This design comes from an exercise in tuning for small area, a short achievable clock period and few clock cycles on the open sky130 flow, not from production work. RTL that was checked went through simulation tests only; none was proved equivalent to the original. Function not checked in run 3: the RTL went through the layout flow alone. No activity file was given, so power comes from the tool's default toggle rates.

**design/flow/config.mk**
```make
export PLATFORM = sky130hd
export DESIGN_NAME = syncchan
export DESIGN_NICKNAME = syncchan
export VERILOG_FILES = /design/flow/design.v
export SDC_FILE = /design/flow/constraint.sdc
export NUM_CORES = 4
export LEC_CHECK = 0
export ABC_AREA = 1
export CAP_MARGIN = 20
export CORE_MARGIN = 2
export CORE_UTILIZATION = 50
export CTS_CLUSTER_DIAMETER = 100
export CTS_CLUSTER_SIZE = 20
export PLACE_DENSITY = 0.75
export SETUP_SLACK_MARGIN = 5
export SLEW_MARGIN = 20
```
**design/flow/constraint.sdc**
```tcl
create_clock -name core_clock -period 10.0 [get_ports {clk}]
set_input_delay 2.0000 -clock core_clock [delete_from_list [all_inputs] [get_ports {clk}]]
set_output_delay 2.0000 -clock core_clock [all_outputs]
set_load 0.01 [all_outputs]
```
**design/flow/design.v**
```verilog
module syncchan (
    input             clk,
    input             rst,           
    input      [8:0]  prog_len,      
    input      [63:0] sprite,        
    output     [7:0]  prog_addr,
    input      [15:0] prog_data,
    input             rel_valid,     
    input      [7:0]  rel_data,
    output reg        held,          
    output reg        tx_valid,      
    output reg [7:0]  tx_data,
    output reg        io_rd,
    output reg        io_wr,
    output     [15:0] io_addr,
    output     [7:0]  io_wdata,
    input      [7:0]  io_rdata,
    output reg        draw_valid,
    output reg [1:0]  draw_op,       
    output reg [8:0]  draw_x,
    output reg [7:0]  draw_y,
    output            done,
    output            fault,
    output     [1:0]  fault_cause,   
    output     [15:0] fault_info     
);
    localparam [7:0]  PX_RESET = 8'd128, PY_RESET = 8'd96, WPOS_RESET = 8'd0;
    localparam [7:0] OP_WAIT = 8'h01, OP_EMITC = 8'h02, OP_EMITHI = 8'h03, OP_EMITH = 8'h04,
                     OP_KSAMP = 8'h05, OP_JSAMP = 8'h06, OP_MSAMP = 8'h07, OP_PSTEP = 8'h08,
                     OP_RENDER = 8'h09, OP_PBTN = 8'h0A, OP_PSCR = 8'h0B, OP_JMP = 8'h0C;
    localparam [1:0] S_FETCH = 2'd0, S_EXEC = 2'd1, S_DONE = 2'd2, S_FAULT = 2'd3;
    localparam [1:0] F_ILLEGAL = 2'd1, F_UNWRITTEN = 2'd2, F_BADTARGET = 2'd3;
    reg [1:0]  state;
    reg [8:0]  na;           
    reg [15:0] ir;           
    reg        ir_fault;     
    reg [1:0]  ir_fcause;
    reg        ir_wait;      
    reg        ir_jmp;       
    reg        ir_prep;      
    reg [2:0]  step;
    reg        rel;          
    reg [7:0]  jw_tag;
    reg        jw_v;
    reg [7:0]  io_hi;        
    reg        io_kb, io_joy;    
    reg        rpass;        
    reg [2:0]  rj;           
    reg [7:0]  rem;          
    reg        ax;           
    reg        rrun;         
    reg [3:0]  nj1;          
    reg [4:0] kf [0:7];      
    reg [7:0] joy;
    reg [7:0] mx, my, mb, pmx, pmy, pmb;
    reg [7:0] ppx, ppy, pwpos;
    reg       kf_v, joy_v, m_v, pm_v, pp_v;
    reg [7:0] px, py, wpos;
    reg [3:0] sdx, sdy;
    reg       sfar;
    wire [3:0] op  = ir[11:8];
    wire [7:0] arg = ir[7:0];
    wire exec = (state == S_EXEC);
    wire run  = exec && !ir_fault;
    wire is_wait   = (op == 4'h1);
    wire is_emitc  = (op == 4'h2);
    wire is_emithi = (op == 4'h3);
    wire is_emith  = (op == 4'h4);
    wire is_ksamp  = (op == 4'h5);
    wire is_jsamp  = (op == 4'h6);
    wire is_msamp  = (op == 4'h7);
    wire is_pstep  = (op == 4'h8);
    wire is_render = (op == 4'h9);
    wire is_pbtn   = (op == 4'hA);
    wire is_pscr   = (op == 4'hB);
    function [7:0] hexchar(input [3:0] n);
        case (n)
            4'hA: hexchar = 8'h41;
            4'hB: hexchar = 8'h42;
            4'hC: hexchar = 8'h43;
            4'hD: hexchar = 8'h44;
            4'hE: hexchar = 8'h45;
            4'hF: hexchar = 8'h46;
            default: hexchar = {4'h3, n};
        endcase
    endfunction
    wire [7:0] dx = mx - pmx;
    wire [7:0] dy = my - pmy;
    wire [3:0] dwn = mb[7:4] - pmb[7:4];
    wire [7:0] dw = {{4{dwn[3]}}, dwn};
    reg [7:0] xr;
    always @(*) begin
        case (arg[4:0])
            5'h00, 5'h01, 5'h02, 5'h03, 5'h04, 5'h05, 5'h06, 5'h07:
                   xr = {3'b111, kf[arg[2:0]]};
            5'h08: xr = joy;
            5'h09: xr = mx;
            5'h0A: xr = my;
            5'h0B: xr = mb;
            5'h0C: xr = pmx;
            5'h0D: xr = pmy;
            5'h0E: xr = pmb;
            5'h0F: xr = dx;
            5'h10: xr = dy;
            5'h11: xr = dw;
            5'h12: xr = px;
            5'h13: xr = py;
            5'h14: xr = ppx;
            5'h15: xr = ppy;
            5'h16: xr = wpos;
            5'h17: xr = pwpos;
            default: xr = 8'h00;
        endcase
    end
    wire [8:0] x1 = {1'b0, px} + {dx[7], dx};
    wire signed [9:0] y1 = $signed({2'b00, py}) + $signed({{2{dy[7]}}, dy});
    wire signed [9:0] w1 = $signed({2'b00, wpos}) + $signed({{6{dwn[3]}}, dwn});
    wire [7:0] px_next = x1[7:0];
    wire       y_hi = (y1 > 10'sd191);
    wire       y_lo = (y1 < 10'sd0);
    wire [7:0] py_next = y_hi ? 8'd1 : y_lo ? 8'd192 : y1[7:0];
    wire [7:0] wpos_next = (w1 < 10'sd0)   ? 8'd0 :
                           (w1 > 10'sd191) ? 8'd191 : w1[7:0];
    wire dx_small = (dx[7:3] == 5'b00000) || (dx[7:3] == 5'b11111 && dx[2:0] != 3'd0);
    wire dy_small = (dy[7:3] == 5'b00000) || (dy[7:3] == 5'b11111 && dy[2:0] != 3'd0);
    wire x_wrap = x1[8];
    wire [3:0] sdx_next = 4'd0 - dx[3:0];
    wire [3:0] sdy_next = 4'd0 - dy[3:0];
    wire       sfar_next = !dx_small || !dy_small || x_wrap || y_hi || y_lo;
    wire go = rel | (rel_valid & (rel_data != 8'h00));
    assign prog_addr = na[7:0];
    assign done  = (state == S_DONE);
    assign fault = (state == S_FAULT);
    assign fault_cause = ir_fcause;
    assign fault_info  = ir;
    assign io_addr  = {io_hi, ~io_joy, ~io_joy, io_kb, 3'b111, ~io_wr, ~io_kb};
    assign io_wdata = {6'd0, io_wr && (step[2] || step[1]), io_wr && !step[1]};
    reg [7:0] fname;
    always @(*) begin
        case (op)
            4'h4: begin
                case (arg[4:0])
                    5'h0F: fname = m_v ? 8'h0C : 8'h09;
                    5'h10: fname = m_v ? 8'h0D : 8'h0A;
                    5'h11: fname = m_v ? 8'h0E : 8'h0B;
                    default: fname = arg;
                endcase
            end
            4'h8:    fname = m_v ? 8'h0C : 8'h09;
            4'h9:    fname = 8'h14;
            4'hA:    fname = 8'h0B;
            4'hB:    fname = 8'h17;
            default: fname = arg;
        endcase
    end
    wire [2:0] c0;                    
    wire [7:0] rem_rest;
    wire       rlast_row = (rem_rest == 8'h00);
    reg cmd_last;
    always @(*) begin
        if (ir_wait)
            cmd_last = go;
        else case (op)
            4'h3, 4'h4:    cmd_last = step[0] && !ir_prep;
            4'h5:          cmd_last = (step == 3'd7);
            4'h7:          cmd_last = (step == 3'd5);
            4'h9:          cmd_last = ax;
            default:       cmd_last = 1'b1;
        endcase
    end
    wire wr_kf   = run && is_ksamp;
    wire wr_joy  = run && is_jsamp;
    wire ms      = run && is_msamp;
    wire wr_pm   = ms && step == 3'd0;
    wire wr_mx   = ms && step == 3'd1;
    wire wr_my   = ms && step == 3'd3;
    wire wr_mb   = ms && step == 3'd5;
    wire wr_ps   = run && is_pstep;
    wire kf_vn  = kf_v  || (wr_kf && step == 3'd7);
    wire joy_vn = joy_v || wr_joy;
    wire m_vn   = m_v   || wr_mb;
    wire pm_vn  = wr_pm ? m_v : pm_v;
    wire pp_vn  = pp_v  || wr_ps;
    wire [7:0] fop  = prog_data[15:8];
    wire [7:0] farg = prog_data[7:0];
    reg       f_illegal, f_unw;
    always @(*) begin
        f_illegal = 1'b0; f_unw = 1'b0;
        case (fop)
            OP_WAIT, OP_KSAMP, OP_JSAMP, OP_MSAMP:
                f_illegal = (farg != 8'h00);
            OP_EMITC, OP_EMITHI, OP_JMP: ;
            OP_EMITH: begin
                f_illegal = (farg > 8'h17);
                case (farg[4:0])
                    5'h00, 5'h01, 5'h02, 5'h03, 5'h04, 5'h05, 5'h06, 5'h07: f_unw = !kf_vn;
                    5'h08: f_unw = !joy_vn;
                    5'h09, 5'h0A, 5'h0B: f_unw = !m_vn;
                    5'h0C, 5'h0D, 5'h0E: f_unw = !pm_vn;
                    5'h0F, 5'h10, 5'h11: f_unw = !m_vn || !pm_vn;
                    5'h14, 5'h15, 5'h17: f_unw = !pp_vn;
                    default: ;
                endcase
            end
            OP_PSTEP: begin
                f_illegal = (farg != 8'h00); f_unw = !m_vn || !pm_vn;
            end
            OP_RENDER: begin f_illegal = (farg != 8'h00); f_unw = !pp_vn; end
            OP_PSCR:   begin f_illegal = (farg != 8'h00); f_unw = !pp_vn; end
            OP_PBTN:   begin f_illegal = (farg > 8'h03);  f_unw = !m_vn; end
            default: f_illegal = 1'b1;
        endcase
    end
    wire f_badtgt = (fop == OP_JMP) && ({1'b0, farg} >= prog_len);
    wire [7:0] joy_f   = wr_joy ? io_rdata : joy;
    wire [3:0] fast_hi = farg[3] ? joy_f[7:4] : {3'b111, kf[farg[2:0]][4]};
    wire       f_slow  = (farg[4:0] > 5'h08) || (wr_kf && farg[4:0] == 5'h07);
    wire [7:0] f_tx    = (fop == OP_EMITC)  ? farg :
                         (fop == OP_EMITHI) ? hexchar(farg[7:4]) : hexchar(fast_hi);
    wire [3:0] esdx = sdx;
    wire [3:0] esdy = sdy;
    wire       efar = sfar;
    wire       in_render = rrun;
    wire       lp = in_render && (rpass ^ (rj == 3'd7));
    wire [2:0] lj = in_render ? rj + 3'd1 : 3'd0;
    function [7:0] srow(input [2:0] j);    
        integer c;
        for (c = 0; c < 8; c = c + 1)
            srow[c] = sprite[{j, 3'd7 - c[2:0]}];
    endfunction
    wire [7:0] arow = srow(lj);
    wire [3:0] nj4 = in_render ? nj1 : esdy;     
    wire [7:0] nrow = srow(nj4[2:0]);
    wire [15:0] nrow_ext = esdx[3] ? {nrow, 8'h00} : {8'h00, nrow};
    wire [15:0] nsh_w = nrow_ext >> esdx[2:0];
    wire [7:0]  nsh = (efar || nj4[3]) ? 8'h00 : nsh_w[7:0];
    wire [7:0]  lmask = lp ? arow : (arow & ~nsh);
    reg [2:0] c0r;
    integer k;
    always @(*) begin
        c0r = 3'd0;
        for (k = 7; k >= 0; k = k - 1)
            if (rem[k]) c0r = k[2:0];
    end
    assign c0 = c0r;
    assign rem_rest = rem & ~(8'd1 << c0);
    wire [7:0] rax = rpass ? px : ppx;
    wire [7:0] ray = rpass ? py : ppy;
    wire fetch = (state == S_FETCH) || (run && cmd_last);
    wire at_end = (na == prog_len);
    wire fetch_go = fetch && !at_end;
    wire rfetch = fetch_go && (prog_data == 16'h0900);    
    wire fuse = jw_v && (fop == OP_JMP) && (farg == jw_tag);
    wire more = run && !cmd_last;             
    wire rel_n = (run && ir_wait && go) ? 1'b0 : rel_valid ? (rel_data != 8'h00) : rel;
    wire [7:0] mb_n    = wr_mb ? io_rdata : mb;
    wire [7:0] pwpos_n = wr_ps ? wpos : pwpos;
    wire [7:0] wpos_n  = wr_ps ? wpos_next : wpos;
    always @(posedge clk) begin
        if (rst) begin
            state <= S_FETCH;
            na    <= 9'd0;
            rel   <= 1'b0;
            jw_v  <= 1'b0;
            rrun  <= 1'b0;
            tx_valid <= 1'b0; io_rd <= 1'b0; io_wr <= 1'b0; draw_valid <= 1'b0; held <= 1'b0;
            kf_v <= 1'b0; joy_v <= 1'b0; m_v <= 1'b0; pm_v <= 1'b0; pp_v <= 1'b0;
            px <= PX_RESET; py <= PY_RESET; wpos <= WPOS_RESET;
        end else begin
            if (run && ir_wait && go)
                rel <= 1'b0;                         
            else if (rel_valid)
                rel <= (rel_data != 8'h00);
            if (exec && ir_fault)
                state <= S_FAULT;
            else if (fetch) begin
                if (at_end)
                    state <= S_DONE;
                else
                    state <= S_EXEC;
                na    <= fuse ? {1'b0, farg} + 9'd1 :
                         (fop == OP_JMP) ? {1'b0, farg} : na + 9'd1;
            end
            if (fetch && exec && ir_jmp)
                jw_v <= (prog_data == 16'h0100);
            if (fetch)
                rrun <= rfetch && !f_unw;
            if (exec && ir_fault && ir_fcause != F_ILLEGAL)
                ir <= {8'h00, fname};
            kf_v <= kf_vn; joy_v <= joy_vn; m_v <= m_vn; pm_v <= pm_vn; pp_v <= pp_vn;
            if (wr_ps) begin
                px <= px_next; py <= py_next; wpos <= wpos_next;
            end
        end
        if (wr_kf) kf[step] <= io_rdata[4:0];
        if (wr_joy) joy <= io_rdata;
        if (wr_pm) begin pmx <= mx; pmy <= my; pmb <= mb; end
        if (wr_mx) mx <= io_rdata;
        if (wr_my) my <= ~io_rdata;
        if (wr_mb) mb <= io_rdata;
        if (wr_ps) begin
            ppx <= px; ppy <= py; pwpos <= wpos;
        end
        if (run && ir_prep)
            ir_prep <= 1'b0;
        tx_data <= hexchar(ir_prep ? xr[7:4] : is_emithi ? arg[3:0] : xr[3:0]);
        if (run && !ir_prep)
            step <= step + 3'd1;
        if (fetch) begin
            rpass <= 1'b0; rj <= 3'd0; rem <= lmask; nj1 <= esdy + 4'd1;
            ax <= 1'b0;
        end else if (in_render && !ax) begin
            if (rlast_row) begin
                if (rpass && rj == 3'd7)
                    ax <= 1'b1;
                else begin
                    rpass <= lp; rj <= lj; rem <= lmask; nj1 <= nj4 + 4'd1;
                end
            end else
                rem <= rem_rest;
        end
        if (fetch && exec && ir_jmp)
            jw_tag <= arg;
        if (fetch && fop == OP_PSTEP) begin
            sdx <= sdx_next; sdy <= sdy_next; sfar <= sfar_next;
        end
        if (fetch) begin
            ir        <= prog_data;
            step      <= 3'd0;
            ir_fault  <= f_illegal || f_unw || f_badtgt;
            ir_fcause <= f_illegal ? F_ILLEGAL : f_badtgt ? F_BADTARGET : F_UNWRITTEN;
            ir_wait   <= fuse || (prog_data == 16'h0100);
            ir_jmp    <= !fuse && (fop == OP_JMP);
            ir_prep   <= (fop == OP_EMITH) && f_slow;
            tx_data   <= f_tx;
        end
        if (fetch) begin
            draw_op <= {1'b1, fop[0]};
            draw_x  <= (fop[0] == 1'b0) ? {7'd0, farg[1:0]} : {1'b0, pwpos_n};
            draw_y  <= (fop[0] == 1'b0) ? {7'd0, mb_n[farg[1:0]]} : wpos_n;
            io_hi   <= (fop == OP_KSAMP) ? 8'hFE : 8'h00;
            io_kb   <= (fop == OP_KSAMP);
            io_joy  <= (fop == OP_JSAMP);
        end else begin
            draw_op <= {1'b0, rpass};
            draw_x  <= {1'b0, rax} + {6'd0, c0};
            draw_y  <= ray + {5'd0, rj};
            io_hi   <= {io_hi[6:0], io_hi[7]};     
        end
        if (!rst) begin
            if (fetch) begin
                tx_valid   <= !at_end && (fop == OP_EMITC || fop == OP_EMITHI ||
                              (fop == OP_EMITH && farg[7:5] == 3'd0 && !f_slow && !f_unw));
                io_rd      <= !at_end && (fop == OP_KSAMP || fop == OP_JSAMP) && farg == 8'h00;
                io_wr      <= !at_end && fop == OP_MSAMP && farg == 8'h00;
                draw_valid <= !at_end && ((fop == OP_PBTN && farg[7:2] == 6'd0 && m_vn) ||
                                          (fop == OP_PSCR && farg == 8'h00 && pp_vn));
                held       <= !at_end && (prog_data == 16'h0100 || fuse) && !rel_n;
            end else begin
                tx_valid   <= more && (is_emithi || is_emith);
                io_rd      <= more && (is_ksamp || (is_msamp && !step[0]));
                io_wr      <= more && is_msamp && step[0];
                draw_valid <= more && is_render && (rem != 8'h00);
                held       <= more && ir_wait;
            end
        end
    end
endmodule
```
**design/flow/flow/run.sh**
```bash
#!/bin/bash
set -euo pipefail
sed 's/SETUP_SLACK_MARGIN=5/SETUP_SLACK_MARGIN=6.45 "BUFFER_PORTS_ARGS=-buffer_cell sky130_fd_sc_hd__buf_1"/' standard.sh > standard_m.sh
bash standard_m.sh > standard.log 2>&1
```
**design/flow/standard.sh**
```bash
#!/bin/bash
# synth_recipe.tcl (not shown) runs the flow's synth.tcl, then flattens the netlist and writes it again
# the make line also repeats each setting of config.mk as NAME=value (left out here)
make -C /OpenROAD-flow-scripts/flow DESIGN_CONFIG=/design/flow/config.mk WORK_HOME=/design/flow/orfs CLKGATE_MAP_FILE= SYNTH_SCRIPT=/design/flow/synth_recipe.tcl "${@:-finish}"
```
==> results.json, run 1 <==
{
  "status": "no timing/DRC/antenna violations",
  "syn_to_final_growth_pct": 10.7,
  "fmax_mhz": 287,
  "fin_crit_sh": 0.348,
  "grt_pass1_vias": 15200,
  "ys_seq_elements": 267,
  "final-hold-violation-count": 0,
  "fin_total_pwr_uw": 2710,
  "slew_headroom": 0.293,
  "worstPathCellList": "inv_1 -> ha_1 -> fa_1 -> inv_1 -> fa_1 -> nand3_1 -> nand2_1 -> nand2_1 -> nand2_1 -> a21oi_1 -> o21ai_0 -> a21o_1 -> nand3b_1 -> o21ai_0 -> nand4_1",
  "cap_violations": 0,
  "synth_area_leader_cell": "edfxtp_1",
  "cp_max_fo": 3,
  "dp_cells": 2904,
  "io_pins": 192,
  "yosys_warnings": 1,
  "drc_errors": 0,
  "antenna_found_initial": 0,
  "cts_root_buf": "clkbuf_16",
  "ys_top_cells_by_area": "edfxtp_1 (27%), nand2_1 (13%), dfxtp_1 (13%), nand3_1 (5.9%), inv_1 (5.9%)",
  "ys_async_sr_fraction": 0,
  "avgSynthCellArea_sq_um": 7.40,
  "finalCriticalPeriod_ns": 3.48,
  "ys_types": 66,
  "instances_no_fill": 2956,
  "synth_area_sq_mm": 0.0174,
  "dieArea_sq_mm": 0.0362,
  "cts-hold-fix-buffers": 0,
  "worstMarginPinSlew_ns": 1.06,
  "synthCells": 2345,
  "hold_class": "flop to flop",
  "place.detailed.hpwl_mm": 40.5,
  "synth_common_cells": "nand2_1 (622), inv_1 (271), nor2_1 (216)",
  "ant_nets": 0,
  "drt_iter0_markers": 1617,
  "whs_ns": 0.441,
  "core_sq_mm": 0.0344,
  "cts_buffers": 17,
  "synth_edf_count": 157,
  "vias": 16800,
  "num_rows": 68,
  "layout.nets": 2681,
  "leakagePower_uw": 0.00824,
  "drv_slew": 0,
  "synth_most_common_cell": "nand2_1",
  "cp_data_arrival_time_ns": 3.68,
  "antennaDiodeCount": 0,
  "clkSinkCount": 267,
  "track_usage": 0.283,
  "die_w_um": 190,
  "floorplan.initialDensity": 0.505,
  "synth_top_flop_cell": "edfxtp_1",
  "clock_latency_ns": 0.51,
  "cts_tree": "built",
  "htree_num_levels": 1,
  "ir_worst_vdd_mv": 0.169,
  "clockBufferDepth": 3,
  "seq_area_frac_synth": 0.399,
  "io_buffers": 182,
  "viasPerCell": 5.68,
  "crit_type": "flop to flop",
  "setup_violations": 0,
  "cpMostUsedCell": "nand2_1",
  "drive_gt1_frac": 0.0704,
  "crit_slowest_cell": "fa_1",
  "grt_pass1_wl_mm": 81.1,
  "grt_overflow_total": 0,
  "critPathLaunchType": "flop",
  "gp_congestion": 0.980,
  "nFillCells": 3298,
  "required_ns": 10.20,
  "path_clk_slew_ns": 0.09,
  "grt_max_degree": 53,
  "die_y_um": 190,
  "p_per_area_mw_per_mm2": 141,
  "wl_per_cell_um": 18.2,
  "timing.setup.tns_ns": 0,
  "critPathCaptureType": "flop",
  "fin_skew_ns": 0.0220,
  "wirelength_mm": 53.7,
  "post-route-util": 0.559,
  "rsz0062_at_grt": "false",
  "dr.pass1.iters": 6,
  "synth.top_cell.area_share": 0.272,
  "slowest_delay_ns": 0.60
}
[metrics by stage]
stage / instance area (sq um) / worst slack (ns)
finish: 19200 / 6.52
global route: 19200 / 6.43
CTS: 18800 / 6.45
detailed placement: 18200 / 5.37
global placement: 18200 / 5.46
floorplan: 17400 / 6.38
[power breakdown]
group | switching (uW) | leakage (uW) | internal (uW)
combinational | 463 | 0.00566 | 214
clock | 370 | 0.000235 | 325
sequential | 84.0 | 0.00234 | 1250
total | 917 | 0.00824 | 1790
[kinds of logic (layout without fill, tap and decap cells)]
logic type      Yosys count  after routing  share of synthesized area
simple gates           1188           1190                      0.295
buf+inv                 379            526                     0.0903
compound gates          364            364                      0.120
flops                   267            267                      0.399
fa+ha+maj                83             83                     0.0633
xor+xnor                 59             59                     0.0309
mux                       3              3                    0.00173
other cells               2              9                   0.000433
[placed cells by master (no fill, tap or decap), types with 10 or more instances in the layout]
cell type,Yosys,final
nand2_1,622,614
inv_1,271,264
nor2_1,216,211
nand3_1,204,202
buf_1,2,175
edfxtp_1,157,157
o21ai_0,152,147
a21oi_1,117,115
dfxtp_1,110,106
ha_1,75,70
nand4_1,38,38
xor2_1,38,33
nor3_1,33,30
buf_4,26,22
o211ai_1,21,21
xnor2_1,20,19
clkbuf_16,0,19
or2_2,18,18
o221ai_1,17,17
inv_2,14,16
nor2_2,10,14
nand2_2,3,10
o21ai_1,8,10
clkbuf_1,37,10
[state kept, by name, summed over array words and instances, names as in the netlist, 9 cells and up, named ones only]
register and cells:
kf 40, draw_x 9, ir 16, na 9
[critical path: cells and delay by family (launching register included)]
family,cells,cell delay [ns]
AO/OA/AOI/OAI,4,0.58
adder cells (fa/ha/maj),3,1.28
buffers and inverters,2,0.22
flip-flops,1,0.36
AND/OR/NAND/NOR,6,0.73
[path summary, 6_finish.rpt]
kind                                  startpoint             endpoint  slack, ns  cells past startpoint
worst max-delay path             mx[0]$_DFFE_PP_       sfar$_DFFE_PP_       6.52                     15
worst max register to register   mx[0]$_DFFE_PP_       sfar$_DFFE_PP_       6.52                     15
worst min-delay path            io_hi[7]$_DFF_P_  io_hi[0]$_SDFF_PN0_       0.44                      2
worst min register to register  io_hi[7]$_DFF_P_  io_hi[0]$_SDFF_PN0_       0.44                      2
[routing by layer]
metal | track usage | share of wire | vias to the layer above
met5 | 0 | 0 | -
met4 | 0.0745 | 0.027 | 0
met3 | 0.0261 | 0.085 | 104
met2 | 0.487 | 0.48 | 801
met1 | 0.383 | 0.41 | 7865
li1 | - | - | 8033
[area by class of cell]
cell class                      instances  area, sq um  share of cell area
Clock buffer                           27          463              0.0241
Clock inverter                          3         23.8             0.00124
Multi-Input combinational cell       1708         9170               0.478
Timing Repair Buffer                  207          955              0.0497
Inverter                              289         1100              0.0575
Sequential cell                       267         6920               0.360
Tap cell                              455          569              0.0296
[repair_timing]
action                     CTS  global route
gates cloned                 0             4
setup buffers                4            14
pin swaps                    1            10
resized for setup           27            47
setup endpoints to repair   92            80
Testbench counts, summed over its fixed seeds: cycles 11,506.
==> run 2: changes to the inputs <==
--- a/design/flow/config.mk
+++ b/design/flow/config.mk
@@ -8,7 +8,7 @@
 export ABC_AREA = 1
 export CAP_MARGIN = 20
 export CORE_MARGIN = 2
-export CORE_UTILIZATION = 50
+export CORE_UTILIZATION = 40
 export CTS_CLUSTER_DIAMETER = 100
 export CTS_CLUSTER_SIZE = 20
 export PLACE_DENSITY = 0.75
==> run 2 against run 1 <==
Against the previous run: die area rose by 24%; clock skew decreased by 0.0016 ns; sequential share of layout area decreased by 0.15 points; global-route usage shrank 4.3 points; count of clock-buffer cells in the layout increased by 1; flip-flop and latch count unchanged; total power up 0.67%; critical path depth decreased by 12; synthesized area unchanged; largest power group unchanged.
==> results.json, run 2 <==
{
  "timing.setup.tns_ns": 0,
  "seq_area_frac_synth": 0.399,
  "use_met3": 0.0307,
  "drc_errors": 0,
  "status": "no timing/DRC/antenna violations",
  "dp_slack_ns": 5.41,
  "cp_max_fo": 10,
  "grt_max_degree": 53,
  "io_pins": 192,
  "drv_slew": 0,
  "placed_area_sq_mm": 0.0184,
  "largest-register": "kf",
  "clkSinkCount": 267,
  "rsz0062_at_grt": "true",
  "post-route-util": 0.449,
  "die_w_um": 212,
  "wl_per_cell_um": 18.3,
  "core_sq_mm": 0.0430,
  "cts-hold-fix-buffers": 0,
  "ant_nets": 0,
  "synth_area_sq_mm": 0.0174,
  "synth_top_flop_cell": "edfxtp_1",
  "required_ns": 8.00,
  "drive_gt1_frac": 0.0670,
  "mostFrequentLayoutCells": "nand2_1 (613), inv_1 (264), nor2_1 (211), nand3_1 (202), buf_1 (176)",
  "dieArea_sq_mm": 0.0451,
  "antenna_found_initial": 1,
  "syn_to_final_growth_pct": 11.1,
  "cap_violations": 0,
  "ys_seq_elements": 267,
  "synth_common_cells": "nand2_1 (622), inv_1 (271), nor2_1 (216)",
  "viasPerCell": 5.44,
  "io_buffers": 182,
  "yosys_warnings": 1,
  "largest_reg_flops": 40,
  "path_clk_slew_ns": 0.09,
  "reg.largest.list": "kf x40, ir x16",
  "use_met1": 0.314,
  "synth_most_common_cell": "nand2_1",
  "final.setup.worst_slack_ns": 6.54,
  "critPathCaptureType": "output port",
  "avgSynthCellArea_sq_um": 7.40,
  "die_y_um": 212,
  "num_rows": 76,
  "ys_top_cells_by_area": "edfxtp_1 (27%), nand2_1 (13%), dfxtp_1 (13%), nand3_1 (5.9%), inv_1 (5.9%)",
  "synth_edf_count": 157,
  "place.detailed.hpwl_mm": 42.8,
  "gp_congestion": 0.996,
  "ys_async_sr_fraction": 0,
  "grt_pass1_vias": 15600,
  "htree_num_levels": 1,
  "floorplan.initialDensity": 0.404,
  "vias": 16800,
  "finalCriticalPeriod_ns": 3.46,
  "fin_skew_ns": 0.0203,
  "clock_latency_ns": 0.51,
  "hold_class": "flop to flop",
  "busiest_layer": "met2",
  "clockBufferDepth": 3,
  "ir_worst_vdd_mv": 0.207,
  "ys_types": 66,
  "track_usage": 0.240,
  "worstMarginPinSlew_ns": 1.04,
  "cts_tree": "built",
  "critPathLaunchType": "flop",
  "fin_area_sq_mm": 0.0193,
  "p_per_area_mw_per_mm2": 141,
  "layout.nets": 2675,
  "leakagePower_uw": 0.00818,
  "fmax_mhz": 289,
  "grt_overflow_total": 0,
  "grt_pass1_wl_mm": 85.0,
  "synth_area_leader_cell": "edfxtp_1",
  "slew_headroom": 0.307,
  "final_common_cell": "nand2_1",
  "cts_buffers": 17,
  "drt_iter0_markers": 1844,
  "synthCells": 2345,
  "final-hold-violation-count": 0,
  "fin_crit_sh": 0.346,
  "cp_data_arrival_time_ns": 1.46,
  "synth.top_cell.area_share": 0.272,
  "cts_root_buf": "clkbuf_16",
  "setup_violations": 0,
  "grtUsageMet2": 0.407,
  "dr.pass1.iters": 8,
  "wirelength_mm": 56.4,
  "crit_type": "flop to output port"
}
run 2: changes by cell type in the layout (fill, tap and decap cells not counted), moves of 3 or more:
cell and change:
buf_4 -6, ha_1 -3, o21ai_0 -4, o21ai_1 +6, xor2_2 -3
run 2: final timing paths:
path,start,to,slack [ns],depth (start not counted)
hold / removal,io_hi[7]$_DFF_P_,io_hi[0]$_SDFF_PN0_,0.45,2
hold reg to reg,io_hi[7]$_DFF_P_,io_hi[0]$_SDFF_PN0_,0.45,2
setup / recovery,step[2]$_SDFFE_PN0P_,io_wdata[1],6.54,3
setup reg to reg,my[0]$_DFFE_PP_,py[7]$_SDFFE_PP0P_,6.59,17
run 2: cell type report:
cell class	instances	area, sq um
multi-input cells	1707	9160
fillers	4336	23700
flip-flops and latches	267	6920
inverters	289	1110
diodes	1	2.50
well taps	585	732
clock buffers	28	467
clock inverters	1	16.3
repair inverters	1	5.00
repair buffers	201	876
run 2: power by group:
part,total (uW),internal [uW],switching (uW)
combinational,684,207,476
clock,703,325,379
sequential,1340,1250,88.5
run 2: logic make-up after synthesis:
| kind of cell | Yosys count | share of synthesized area |
|---|---|---|
| fa+ha+maj | 83 | 0.0633 |
| mux | 3 | 0.00173 |
| other cells | 2 | 0.000433 |
| flops | 267 | 0.399 |
| xor+xnor | 59 | 0.0309 |
| compound gates | 364 | 0.120 |
| simple gates | 1188 | 0.295 |
| buf+inv | 379 | 0.0903 |
run 2: critical path, stage by stage (launching register included):
cell	delay [ns]
dfxtp_2	0.44
inv_1	0.16
a21oi_1	0.17
buf_1	0.17
run 2: what timing repair did:
action | 4_1_cts | 5_1_grt
gates resized for setup | 27 | 53
endpoints found under the setup margin | 87 | 83
cloned | 0 | 3
pin swaps | 2 | 8
buffers inserted | 3 | 8
run 2: through the flow:
step | hold WS [ns] | power, uW | std cells
detailed placement | 0.430 | 2000 | 3035
floorplan | 0.425 | 1780 | 2352
global route | 0.472 | 2850 | 3079
global placement | 0.426 | 1980 | 3035
finish | 0.446 | 2720 | 3080
CTS | 0.447 | 2700 | 3067
run 2: layer usage:
metal | vias to the layer above | wire (um)
met2 | 854 | 26300
met5 | - | 0
met1 | 7728 | 23200
li1 | 8034 | -
met4 | 0 | 2170
met3 | 143 | 4680
==> run 3: changes to the inputs <==
--- a/design/flow/design.v
+++ b/design/flow/design.v
@@ -44,6 +44,7 @@
     reg        jw_v;
     reg [7:0]  io_hi;        
     reg        io_kb, io_joy;    
+    reg [1:0]  io_wd;        
     reg        rpass;        
     reg [2:0]  rj;           
     reg [7:0]  rem;          
@@ -134,7 +135,7 @@
     assign fault_cause = ir_fcause;
     assign fault_info  = ir;
     assign io_addr  = {io_hi, ~io_joy, ~io_joy, io_kb, 3'b111, ~io_wr, ~io_kb};
-    assign io_wdata = {6'd0, io_wr && (step[2] || step[1]), io_wr && !step[1]};
+    assign io_wdata = {6'd0, io_wd};
     reg [7:0] fname;
     always @(*) begin
         case (op)
@@ -339,6 +340,7 @@
             draw_x  <= (fop[0] == 1'b0) ? {7'd0, farg[1:0]} : {1'b0, pwpos_n};
             draw_y  <= (fop[0] == 1'b0) ? {7'd0, mb_n[farg[1:0]]} : wpos_n;
             io_hi   <= (fop == OP_KSAMP) ? 8'hFE : 8'h00;
+            io_wd   <= (fop == OP_MSAMP) ? 2'd1 : 2'd0;
             io_kb   <= (fop == OP_KSAMP);
             io_joy  <= (fop == OP_JSAMP);
         end else begin
@@ -346,6 +348,7 @@
             draw_x  <= {1'b0, rax} + {6'd0, c0};
             draw_y  <= ray + {5'd0, rj};
             io_hi   <= {io_hi[6:0], io_hi[7]};     
+            io_wd   <= (is_msamp && step[0]) ? {1'b1, step[1]} : 2'd0;
         end
         if (!rst) begin
             if (fetch) begin
--- a/design/flow/config.mk
+++ b/design/flow/config.mk
@@ -11,6 +11,5 @@
 export CORE_UTILIZATION = 40
 export CTS_CLUSTER_DIAMETER = 100
 export CTS_CLUSTER_SIZE = 20
-export PLACE_DENSITY = 0.75
 export SETUP_SLACK_MARGIN = 5
 export SLEW_MARGIN = 20
==> run 3 against run 2 <==
Against the previous run: still clean on timing, DRC and antenna; worst hold slack got worse by 0.00068 ns; synthesized cell count rose by 0.55%; non-clock buffer count rose by 14; clock power rose by 8.3%; routed wire length rose by 4.8%; total power rose by 3.9%; synthesized area rose by 1.2%; sequential power barely moved; critical path type is now input pin to flop; largest power group unchanged.
==> results.json, run 3 <==
{
  "vias": 16700,
  "synth.top_cell.area_share": 0.268,
  "synth_common_cells": "nand2_1 (628), inv_1 (263), nor2_1 (213)",
  "synth_edf_count": 157,
  "place.detailed.hpwl_mm": 44.8,
  "placed_area_sq_mm": 0.0186,
  "wl_per_cell_um": 19.0,
  "cp_data_arrival_time_ns": 3.97,
  "clock_latency_ns": 0.54,
  "antennaDiodeCount": 0,
  "final_common_cell": "nand2_1",
  "fin_crit_sh": 0.351,
  "worstMarginPinSlew_ns": 1.07,
  "cts_buffers": 18,
  "rsz0062_at_grt": "true",
  "crit_slowest_cell": "buf_1",
  "critPathLaunchType": "input pin",
  "mostFrequentLayoutCells": "nand2_1 (621), inv_1 (254), nor2_1 (206), nand3_1 (187), buf_1 (175)",
  "die_y_um": 214,
  "fmax_mhz": 285,
  "ant_nets": 0,
  "wirelength_mm": 59.1,
  "p_per_area_mw_per_mm2": 144,
  "cts_root_buf": "clkbuf_16",
  "seq_area_frac_synth": 0.396,
  "hold_class": "flop to flop",
  "syn_to_final_growth_pct": 11.9,
  "largest-register": "kf",
  "io_pins": 192,
  "grt_overflow_total": 0,
  "crit_type": "input pin to flop",
  "die_w_um": 214,
  "leakagePower_uw": 0.00848,
  "cap_violations": 0,
  "critPathCaptureType": "flop",
  "ys_seq_elements": 269,
  "slew_headroom": 0.283,
  "final-hold-violation-count": 0,
  "drive_gt1_frac": 0.0838,
  "dieArea_sq_mm": 0.0456,
  "cp_max_fo": 10,
  "ir_worst_vdd_mv": 0.148,
  "ys_top_cells_by_area": "edfxtp_1 (27%), nand2_1 (13%), dfxtp_1 (13%), inv_1 (5.6%), nand3_1 (5.4%)",
  "largest_reg_flops": 40,
  "viasPerCell": 5.37,
  "fin_area_sq_mm": 0.0197,
  "gp_congestion": 0.955,
  "setup_violations": 0,
  "path_clk_slew_ns": 0.08,
  "whs_ns": 0.445,
  "avgSynthCellArea_sq_um": 7.45,
  "drc_errors": 0,
  "core_sq_mm": 0.0432,
  "ys_async_sr_fraction": 0,
  "status": "no timing/DRC/antenna violations",
  "layout.nets": 2699,
  "cts_tree": "built",
  "grt_max_degree": 64,
  "synth_area_leader_cell": "edfxtp_1",
  "timing.setup.tns_ns": 0,
  "finalCriticalPeriod_ns": 3.51,
  "synth_top_flop_cell": "edfxtp_1",
  "ys_types": 69,
  "grt_pass1_vias": 15700,
  "synthCells": 2358,
  "reg.largest.list": "kf x40, ir x16",
  "grt_pass1_wl_mm": 89.9,
  "track_usage": 0.255,
  "required_ns": 10.46,
  "num_rows": 76,
  "yosys_warnings": 1,
  "clkSinkCount": 269,
  "drv_slew": 0,
  "antenna_found_initial": 0,
  "synth_area_sq_mm": 0.0176,
  "fin_skew_ns": 0.0204,
  "synth_most_common_cell": "nand2_1",
  "cts-hold-fix-buffers": 0,
  "io_buffers": 182,
  "dr.pass1.iters": 6,
  "clockBufferDepth": 3,
  "htree_num_levels": 1,
  "worstPathCellList": "buf_1 -> clkinv_2 -> nand2_1 -> o21ai_0 -> nor4_1 -> nand2_1 -> o21ai_0 -> nand3_1 -> a21oi_1",
  "drt_iter0_markers": 1464,
  "slowest_delay_ns": 0.37,
  "floorplan.initialDensity": 0.407
}
-- run 3: changes by cell type after synthesis, sizes merged, moves of 4 or more --
cell,previous run,this run
nand2,626,642
nand3,208,196
buf,50,61
clkbuf,40,31
o211ai,21,28
o21ai,167,161
inv,285,280
nand3b,6,11
nor4,9,5
-- run 3: final timing paths --
check | from | endpoint | slack, ns | cells past startpoint
setup reg to reg | flop | wpos[2]$_SDFF_PP0_ | 6.60 | 16
setup / recovery | prog_data[7] | held$_SDFF_PP0_ | 6.49 | 9
hold / removal | io_hi[7]$_DFF_P_ | io_hi[0]$_SDFF_PN0_ | 0.44 | 2
hold reg to reg | io_hi[7]$_DFF_P_ | io_hi[0]$_SDFF_PN0_ | 0.44 | 2
-- run 3: cell type report --
type / count / area, sq um
repair buffers: 215 / 997
fillers: 4513 / 23500
multi-input cells: 1718 / 9310
inverters: 286 / 1110
clock buffers: 27 / 505
clock inverters: 4 / 40.0
well taps: 585 / 732
flip-flops and latches: 269 / 6960
-- run 3: worst max-delay path, delay by kind of cell --
family | cells | cell delay, ns
AO/OA/AOI/OAI | 3 | 0.43
buffers and inverters | 2 | 0.66
AND/OR/NAND/NOR | 4 | 0.87
-- run 3: per-layer routing --
layer | track usage | wire (um)
met1 | 0.350 | 26600
met5 | 0 | 0
met3 | 0.0322 | 3400
met2 | 0.423 | 27500
met4 | 0.0733 | 1620
-- run 3: through the flow --
| stage | utilization | power, uW | worst slack, ns | instances |
|---|---|---|---|---|
| floorplan | - | 1820 | 6.44 | 2365 |
| global placement | 0.431 | 2050 | 5.25 | 3049 |
| detailed placement | 0.431 | 2060 | 5.14 | 3049 |
| CTS | 0.447 | 2820 | 6.45 | 3086 |
| global route | 0.455 | 2970 | 6.44 | 3104 |
| finish | 0.455 | 2830 | 6.49 | 3104 |
-- run 3: where the power goes --
part | switching (uW) | internal, uW
combinational | 494 | 225
sequential | 91.7 | 1260
clock | 401 | 359
-- run 3: cell families after synthesis --
family          after synthesis  share of synthesized area
mux                           3                    0.00171
xor+xnor                     58                     0.0289
buf+inv                     378                     0.0904
other cells                   2                   0.000427
compound gates              372                      0.124
flops                       269                      0.396
fa+ha+maj                    83                     0.0625
simple gates               1193                      0.297
-- run 3: timing repair --
| item | 4_1_cts | 5_1_grt |
|---|---|---|
| hold endpoints to repair | 0 | 0 |
| setup endpoints to repair | 118 | 87 |
| pin swaps | 0 | 3 |
| setup buffers | 6 | 16 |
| resized for setup | 30 | 53 |
| cloned | 0 | 2 |
==> run 4: changes to the inputs <==
--- a/design/flow/design.v
+++ b/design/flow/design.v
@@ -44,7 +44,6 @@
     reg        jw_v;
     reg [7:0]  io_hi;        
     reg        io_kb, io_joy;    
-    reg [1:0]  io_wd;        
     reg        rpass;        
     reg [2:0]  rj;           
     reg [7:0]  rem;          
@@ -135,7 +134,7 @@
     assign fault_cause = ir_fcause;
     assign fault_info  = ir;
     assign io_addr  = {io_hi, ~io_joy, ~io_joy, io_kb, 3'b111, ~io_wr, ~io_kb};
-    assign io_wdata = {6'd0, io_wd};
+    assign io_wdata = {6'd0, io_wr && (step[2] || step[1]), io_wr && !step[1]};
     reg [7:0] fname;
     always @(*) begin
         case (op)
@@ -340,7 +339,6 @@
             draw_x  <= (fop[0] == 1'b0) ? {7'd0, farg[1:0]} : {1'b0, pwpos_n};
             draw_y  <= (fop[0] == 1'b0) ? {7'd0, mb_n[farg[1:0]]} : wpos_n;
             io_hi   <= (fop == OP_KSAMP) ? 8'hFE : 8'h00;
-            io_wd   <= (fop == OP_MSAMP) ? 2'd1 : 2'd0;
             io_kb   <= (fop == OP_KSAMP);
             io_joy  <= (fop == OP_JSAMP);
         end else begin
@@ -348,7 +346,6 @@
             draw_x  <= {1'b0, rax} + {6'd0, c0};
             draw_y  <= ray + {5'd0, rj};
             io_hi   <= {io_hi[6:0], io_hi[7]};     
-            io_wd   <= (is_msamp && step[0]) ? {1'b1, step[1]} : 2'd0;
         end
         if (!rst) begin
             if (fetch) begin
==> design/flow/flow/run.sh (replaced) <==
#!/bin/bash
set -euo pipefail
sed 's/SETUP_SLACK_MARGIN=5/SETUP_SLACK_MARGIN=6.55 "BUFFER_PORTS_ARGS=-buffer_cell sky130_fd_sc_hd__buf_1"/' standard.sh > standard_m.sh
bash standard_m.sh > standard.log 2>&1
--- a/design/flow/config.mk
+++ b/design/flow/config.mk
@@ -11,5 +11,6 @@
 export CORE_UTILIZATION = 40
 export CTS_CLUSTER_DIAMETER = 100
 export CTS_CLUSTER_SIZE = 20
+export PLACE_DENSITY = 0.75
 export SETUP_SLACK_MARGIN = 5
 export SLEW_MARGIN = 20
==> run 4 against run 3 <==
Against the previous run: via count increased by 1.7%; fmax increased by 1.5%; synthesized area is 1.2% lower; total power decreased by 3.0%; synthesized cell count shrank 0.55%; register-to-register slack improved by 0.03 ns; global-route usage down 1.6 points; cell area grew 0.27%; die area shrank 1.2%; critical path depth decreased by 8; critical path type is now flop to output port.
==> results.json, run 4 <==
{
  "syn_to_final_growth_pct": 13.5,
  "largest-register": "kf",
  "cts_root_buf": "clkbuf_16",
  "wl_per_cell_um": 18.2,
  "ys_async_sr_fraction": 0,
  "synth_most_common_cell": "nand2_1",
  "final-hold-violation-count": 0,
  "clock_latency_ns": 0.52,
  "drc_errors": 0,
  "synth_common_cells": "nand2_1 (622), inv_1 (271), nor2_1 (216)",
  "hold_class": "flop to flop",
  "synth_top_family_by_area": "simple AND/OR/NAND/NOR gates",
  "synth_top_flop_cell": "edfxtp_1",
  "fmax_mhz": 289,
  "avgSynthCellArea_sq_um": 7.40,
  "place.detailed.hpwl_mm": 42.6,
  "synth_mux_area_frac": 0.00173,
  "yosys.area_share.simple": 0.295,
  "dp_slack_ns": 5.60,
  "dieArea_sq_mm": 0.0451,
  "crit_type": "flop to output port",
  "track_usage": 0.239,
  "io_buffers": 182,
  "timing.setup.tns_ns": 0,
  "vias": 16900,
  "post-route-util": 0.459,
  "htree_num_levels": 1,
  "drive_gt1_frac": 0.0906,
  "path_delay_family": "flip-flops",
  "cap_violations": 0,
  "busiest_layer": "met2",
  "rsz0062_at_grt": "true",
  "worstPathCellList": "buf_1",
  "wirelength_mm": 56.5,
  "grtUsageMet2": 0.410,
  "seq_area_frac_synth": 0.399,
  "num_rows": 76,
  "path_clk_slew_ns": 0.09,
  "cp_data_arrival_time_ns": 1.45,
  "cp_num_buf_inv": 1,
  "final.setup.worst_slack_ns": 6.55,
  "mostFrequentLayoutCells": "nand2_1 (606), inv_1 (261), nor2_1 (206), nand3_1 (201), buf_1 (172)",
  "ys_top_cells_by_area": "edfxtp_1 (27%), nand2_1 (13%), dfxtp_1 (13%), nand3_1 (5.9%), inv_1 (5.9%)",
  "yosys_warnings": 1,
  "final_common_cell": "nand2_1",
  "die_y_um": 212,
  "synth.top_cell.area_share": 0.272,
  "leakagePower_uw": 0.00834,
  "fin_skew_ns": 0.0261,
  "grt_overflow_total": 0,
  "ys_types": 66,
  "critPathCaptureType": "output port",
  "ys_seq_elements": 267,
  "antennaDiodeCount": 0,
  "core_sq_mm": 0.0430,
  "use_met3": 0.0217,
  "synth_area_leader_cell": "edfxtp_1",
  "synth_edf_count": 157,
  "synth_area_sq_mm": 0.0174,
  "critPathLaunchType": "flop",
  "cp_max_fo": 9,
  "synthAdderAreaFrac": 0.0633,
  "viasPerCell": 5.46,
  "clockBufferDepth": 3,
  "setup_violations": 0,
  "drv_slew": 0,
  "clkSinkCount": 267,
  "cts_tree": "built",
  "ir_worst_vdd_mv": 0.153,
  "required_ns": 8.00,
  "use_met1": 0.316,
  "slew_headroom": 0.332,
  "dr.pass1.iters": 6,
  "synthCells": 2345,
  "layout.nets": 2698,
  "reg.largest.list": "kf x40, ir x16",
  "fin_crit_sh": 0.345,
  "grt_pass1_wl_mm": 85.2,
  "slowest_delay_ns": 0.72,
  "grt_pass1_vias": 15800,
  "finalCriticalPeriod_ns": 3.45,
  "floorplan.initialDensity": 0.404,
  "synth_compound_area_frac": 0.120,
  "cts-hold-fix-buffers": 0,
  "p_per_area_mw_per_mm2": 139,
  "ant_nets": 0,
  "synth-xor-area-share": 0.0309,
  "grt_max_degree": 66,
  "antenna_found_initial": 0,
  "die_w_um": 212,
  "drt_iter0_markers": 1882,
  "cts_buffers": 17,
  "status": "no timing/DRC/antenna violations",
  "crit_slowest_cell": "edfxtp_1",
  "io_pins": 192,
  "largest_reg_flops": 40,
  "gp_congestion": 0.985,
  "worstMarginPinSlew_ns": 0.999
}
[run 4: cell count changes after synthesis, sizes merged, moves of 6 or more]
cell,change
o211ai,-7
clkbuf,+9
nand3,+12
nand2,-16
o21ai,+6
buf,-11
[run 4: worst paths after layout]
| path | start | end | slack (ns) | depth (start not counted) |
|---|---|---|---|---|
| worst max-delay path | ir[2]$_DFFE_PP_ | fault_info[2] | 6.55 | 1 |
| worst min-delay path | io_hi[7]$_DFF_P_ | io_hi[0]$_SDFF_PN0_ | 0.43 | 2 |
| worst max register to register | my[2]$_DFFE_PP_ | sfar$_DFFE_PP_ | 6.63 | 15 |
| worst min register to register | io_hi[7]$_DFF_P_ | io_hi[0]$_SDFF_PN0_ | 0.43 | 2 |
[run 4: metal layers]
layer  wire length (um)  part of all wire
met4               2230             0.039
met5                  0                 0
met3               4360             0.077
met2              26600              0.47
met1              23300              0.41
[run 4: timing repair]
| action | in CTS | in global routing |
|---|---|---|
| pin swaps | 3 | 20 |
| setup endpoints to repair | 78 | 86 |
| gates resized for setup | 31 | 92 |
| buffers inserted | 4 | 30 |
| cloned | 0 | 2 |
[run 4: metrics by stage]
| step | instance area [sq um] | std cells | hold slack (ns) | power, uW |
|---|---|---|---|---|
| finish | 19700 | 3102 | 0.429 | 2750 |
| global route | 19700 | 3102 | 0.444 | 2860 |
| CTS | 19100 | 3070 | 0.432 | 2710 |
| detailed placement | 18500 | 3037 | 0.423 | 2010 |
| global placement | 18500 | 3037 | 0.426 | 1990 |
| floorplan | 17500 | 2352 | 0.425 | 1780 |
[run 4: layout make-up]
type / count / area [sq um]
fill: 4247 / 23300
multi-input combinational: 1706 / 9350
sequential: 267 / 6930
inverter: 289 / 1120
timing repair buffer: 225 / 1080
tap: 585 / 732
clock buffer: 27 / 463
clock inverter: 2 / 17.5
timing repair inverter: 1 / 5.00
[run 4: power by group]
part	internal [uW]	switching [uW]
Clock	324	388
Sequential	1250	92.9
Combinational	217	475
[run 4: logic make-up (layout without fill, tap and decap cells)]
group / Yosys count / in the layout
adder cells (fa/ha/maj): 83 / 83
AND/OR/NAND/NOR: 1188 / 1188
other: 2 / 9
buffers and inverters: 379 / 544
AO/OA/AOI/OAI: 364 / 364
flip-flops: 267 / 267
multiplexers: 3 / 3
XOR/XNOR: 59 / 59
Testbench counts of run 4, summed over its fixed seeds: cycles 11,506.

[port drivers added, routing unchanged]
In the flow no input, the clock included, has a driving cell. The finished layouts below were timed again as built, in two steps.
Step 1 assumes that a clkbuf_16 drives the clock port and a buf_2 every other input.
Step 2 also shifts input and output timing later by t, the mid clock arrival at the registers, as if the neighbouring blocks saw the same clock.
Slacks: ideal ports / drivers / drivers and shift; pairs: ideal ports / drivers.
run	t, ns	setup WS [ns]	clock arrival spread, ns
run 1	0.554	6.517 / 6.498 / 5.996	0.023 / 0.023
run 2	0.553	6.542 / 6.489 / 6.047	0.022 / 0.021
run 3	0.585	6.492 / 6.441 / 5.940	0.020 / 0.021
run 4	0.558	6.545 / 6.492 / 6.071	0.026 / 0.026
After both steps setup and hold are still met in every run listed. For run 3, which loses most, drivers alone change the setup slack by -0.051 ns; drivers and shift together by -0.552 ns.
